This is an optimization exercise on Yosys and OpenROAD, whose aim is small area, a short achievable clock period and few clock cycles, not a production implementation.
Only simulation tests tie the RTL to the original design; equivalence was not proved.
Power is estimated from default activity; no workload was simulated.

Setup of exp/delta:
// fdrd_stream
module fdrd_stream (
    input  wire        clk,
    input  wire        rst,             
    input  wire        start,
    input  wire [11:0] frame_len,
    output wire        start_ready,
    input  wire        in_valid,
    input  wire [7:0]  in_data,
    output wire        in_ready,
    output reg         rec_valid,
    output wire [63:0] rec_ts,
    output wire [7:0]  rec_prio,
    output wire [31:0] rec_lon,
    output wire [31:0] rec_lat,
    output wire [15:0] rec_alt,
    output wire [15:0] rec_angle,
    output wire [7:0]  rec_sats,
    output wire [15:0] rec_speed,
    output wire [15:0] rec_event_io,
    output wire [15:0] rec_total_io,
    output wire [15:0] rec_cnt_1b,
    output wire [15:0] rec_cnt_2b,
    output wire [15:0] rec_cnt_4b,
    output wire [15:0] rec_cnt_8b,
    output wire [15:0] rec_cnt_nx,
    output wire [9:0]  rec_elem_first,
    output wire [10:0] rec_off,
    output wire [10:0] rec_len,
    output reg         elem_valid,
    output wire [15:0] elem_id,
    output wire [2:0]  elem_kind,
    output wire [7:0]  elem_rec,
    output wire [15:0] elem_vlen,
    output wire [10:0] elem_voff,
    output wire [63:0] elem_val,
    output reg         done,
    output reg  [2:0]  result,
    output wire [7:0]  anomaly,
    output wire [15:0] crc_calc,
    output wire [7:0]  ack,
    output wire [7:0]  rec_count,
    output wire [9:0]  elem_count,
    output wire [10:0] err_pos
);
Size in the first run: about 1500 cells after synthesis, ~550 I/O pins, about 0.022 mm^2 of cells after synthesis.
export LEC_CHECK = 0
export CAP_MARGIN = 20
export CORE_ASPECT_RATIO = 0.35
export CORE_MARGIN = 2
export CORE_UTILIZATION = 48
export SLEW_MARGIN = 20
create_clock -name core_clock -period 11.0 [get_ports {clk}]
standard.sh (not shown) runs the stock make flow with config.mk's settings and CLKGATE_MAP_FILE= SYNTH_SCRIPT=/design/flow/synth_recipe.tcl, a recipe that flattens the netlist after the stock synthesis.
==> flow/flow/run.sh <==
#!/bin/bash
# Standard ORFS layout (unchanged synthesis, SDC and clock) with:
#  - timing repair aimed at a larger setup slack margin, so it keeps working
#    below the 11 ns clock;
#  - port buffers of the smallest buffer cell (every port is still buffered);
#  - a clock tree of clkbuf_16 with larger sink clusters and no dummy loads.
set -euo pipefail
CTS="-sink_clustering_enable -repair_clock_nets -sink_clustering_size 26 -sink_clustering_max_diameter 100 -buf_list sky130_fd_sc_hd__clkbuf_16 -dont_use_dummy_load"
bash standard.sh SETUP_SLACK_MARGIN=7.62 \
  "BUFFER_PORTS_ARGS=-buffer_cell sky130_fd_sc_hd__buf_1" \
  "CTS_ARGS=$CTS" finish > make_finish.log 2>&1
Testbench counts of exp/delta, summed over its fixed seeds: cycles 92,202.
Modified inputs, exp/pepper compared to exp/delta
- changing CORE_UTILIZATION from 48 to 70
- setting PLACE_DENSITY to 0.8 for the first time
- removing CORE_ASPECT_RATIO (formerly 0.35)
-- flow/flow/run.sh --
<<< exp/delta, line 8
CTS="-sink_clustering_enable -repair_clock_nets -sink_clustering_size 26 -sink_clustering_max_diameter 100 -buf_list sky130_fd_sc_hd__clkbuf_16 -dont_use_dummy_load"
bash standard.sh SETUP_SLACK_MARGIN=7.62 \
  "BUFFER_PORTS_ARGS=-buffer_cell sky130_fd_sc_hd__buf_1" \
>>> exp/pepper, line 8
CTS="-sink_clustering_enable -repair_clock_nets -sink_clustering_size 26 -sink_clustering_max_diameter 100 -buf_list sky130_fd_sc_hd__clkbuf_16 -dont_use_dummy_load"
bash standard.sh SETUP_SLACK_MARGIN=7.55 \
  "BUFFER_PORTS_ARGS=-buffer_cell sky130_fd_sc_hd__buf_1" \
Notes after the runs:
Delta (exp/pepper minus exp/delta): vertical die dimension has increased; number of failing setup endpoints in the final timing report has remained practically unchanged.
Wire: exp/pepper routes more than exp/delta
Async set or reset register ratio after synthesis: exp/pepper vs exp/delta identical
Setup changes, exp/pepper to exp/sierra
- CORE_ASPECT_RATIO: unset -> 0.35
- CORE_UTILIZATION: 70 -> 42
- PLACE_DENSITY: 0.8 -> unset
-- flow/flow/run.sh --
<<< exp/pepper, line 8
CTS="-sink_clustering_enable -repair_clock_nets -sink_clustering_size 26 -sink_clustering_max_diameter 100 -buf_list sky130_fd_sc_hd__clkbuf_16 -dont_use_dummy_load"
bash standard.sh SETUP_SLACK_MARGIN=7.55 \
  "BUFFER_PORTS_ARGS=-buffer_cell sky130_fd_sc_hd__buf_1" \
>>> exp/sierra, line 8
CTS="-sink_clustering_enable -repair_clock_nets -sink_clustering_size 26 -sink_clustering_max_diameter 100 -buf_list sky130_fd_sc_hd__clkbuf_16 -dont_use_dummy_load"
bash standard.sh SETUP_SLACK_MARGIN=7.58 \
  "BUFFER_PORTS_ARGS=-buffer_cell sky130_fd_sc_hd__buf_1" \
==> run summary <==
Timing, DRC, antenna: 0 failures across exp/sierra and exp/pepper. exp/sierra vs. exp/pepper: buffering overhead saw an increase; maximum clock frequency now sits higher; total number of vias went down. The lower sum of routed wire length over all layers came out of exp/sierra.
#### Input delta (exp/xenon over exp/sierra)
- CORE_UTILIZATION: 42 -> 55
-- flow/flow/run.sh --
<<< exp/sierra, line 7
set -euo pipefail
CTS="-sink_clustering_enable -repair_clock_nets -sink_clustering_size 26 -sink_clustering_max_diameter 100 -buf_list sky130_fd_sc_hd__clkbuf_16 -dont_use_dummy_load"
bash standard.sh SETUP_SLACK_MARGIN=7.58 \
>>> exp/xenon, line 7
set -euo pipefail
CTS="-sink_clustering_enable -repair_clock_nets -sink_clustering_size 22 -sink_clustering_max_diameter 90 -buf_list sky130_fd_sc_hd__clkbuf_16 -dont_use_dummy_load"
bash standard.sh SETUP_SLACK_MARGIN=7.58 \
==> comparison <==
exp/sierra ended with every stage complete and zero timing, DRC or antenna violations. exp/xenon ran to completion and came out clean on the timing, design-rule and antenna checks. After detailed routing, exp/sierra needs more wire than exp/xenon. [compare] base=exp/sierra new=exp/xenon: area of all placed cells without fillers fell by 340 um^2, layout overhead on the synthesized area fell 1.6 points, overall power consumption went up.

==> separate check: timing with driven ports <==
How much do the figures lean on ideal ports? The routed layouts below were timed once more, with nothing changed but the port constraints. Step 1 assumes that a clkbuf_16 drives the clock port and a buf_2 every other input. Step 2 moves the port delays by t, midway between the first and last clock arrival at a register: inputs arrive t later, outputs are due t later. That takes back most of the time a late clock gives input paths. Three values: ideal, step 1, step 2; two values: the first two.
run | t, ns | setup WS [ns] | worst slew at a driven data input, ns
exp/delta | 0.605 | 7.624 / 7.567 / 7.222 | 0.09
exp/pepper | 0.603 | 7.454 / 7.400 / 7.318 | 0.04
exp/sierra | 0.606 | 7.572 / 7.517 / 7.290 | 0.10
exp/xenon | 0.639 | 7.601 / 7.541 / 7.209 | 0.06
After both steps every run listed still meets setup and hold. The setup slack of exp/delta, which loses most, moves by -0.057 ns with the drivers and by -0.402 ns with both steps.
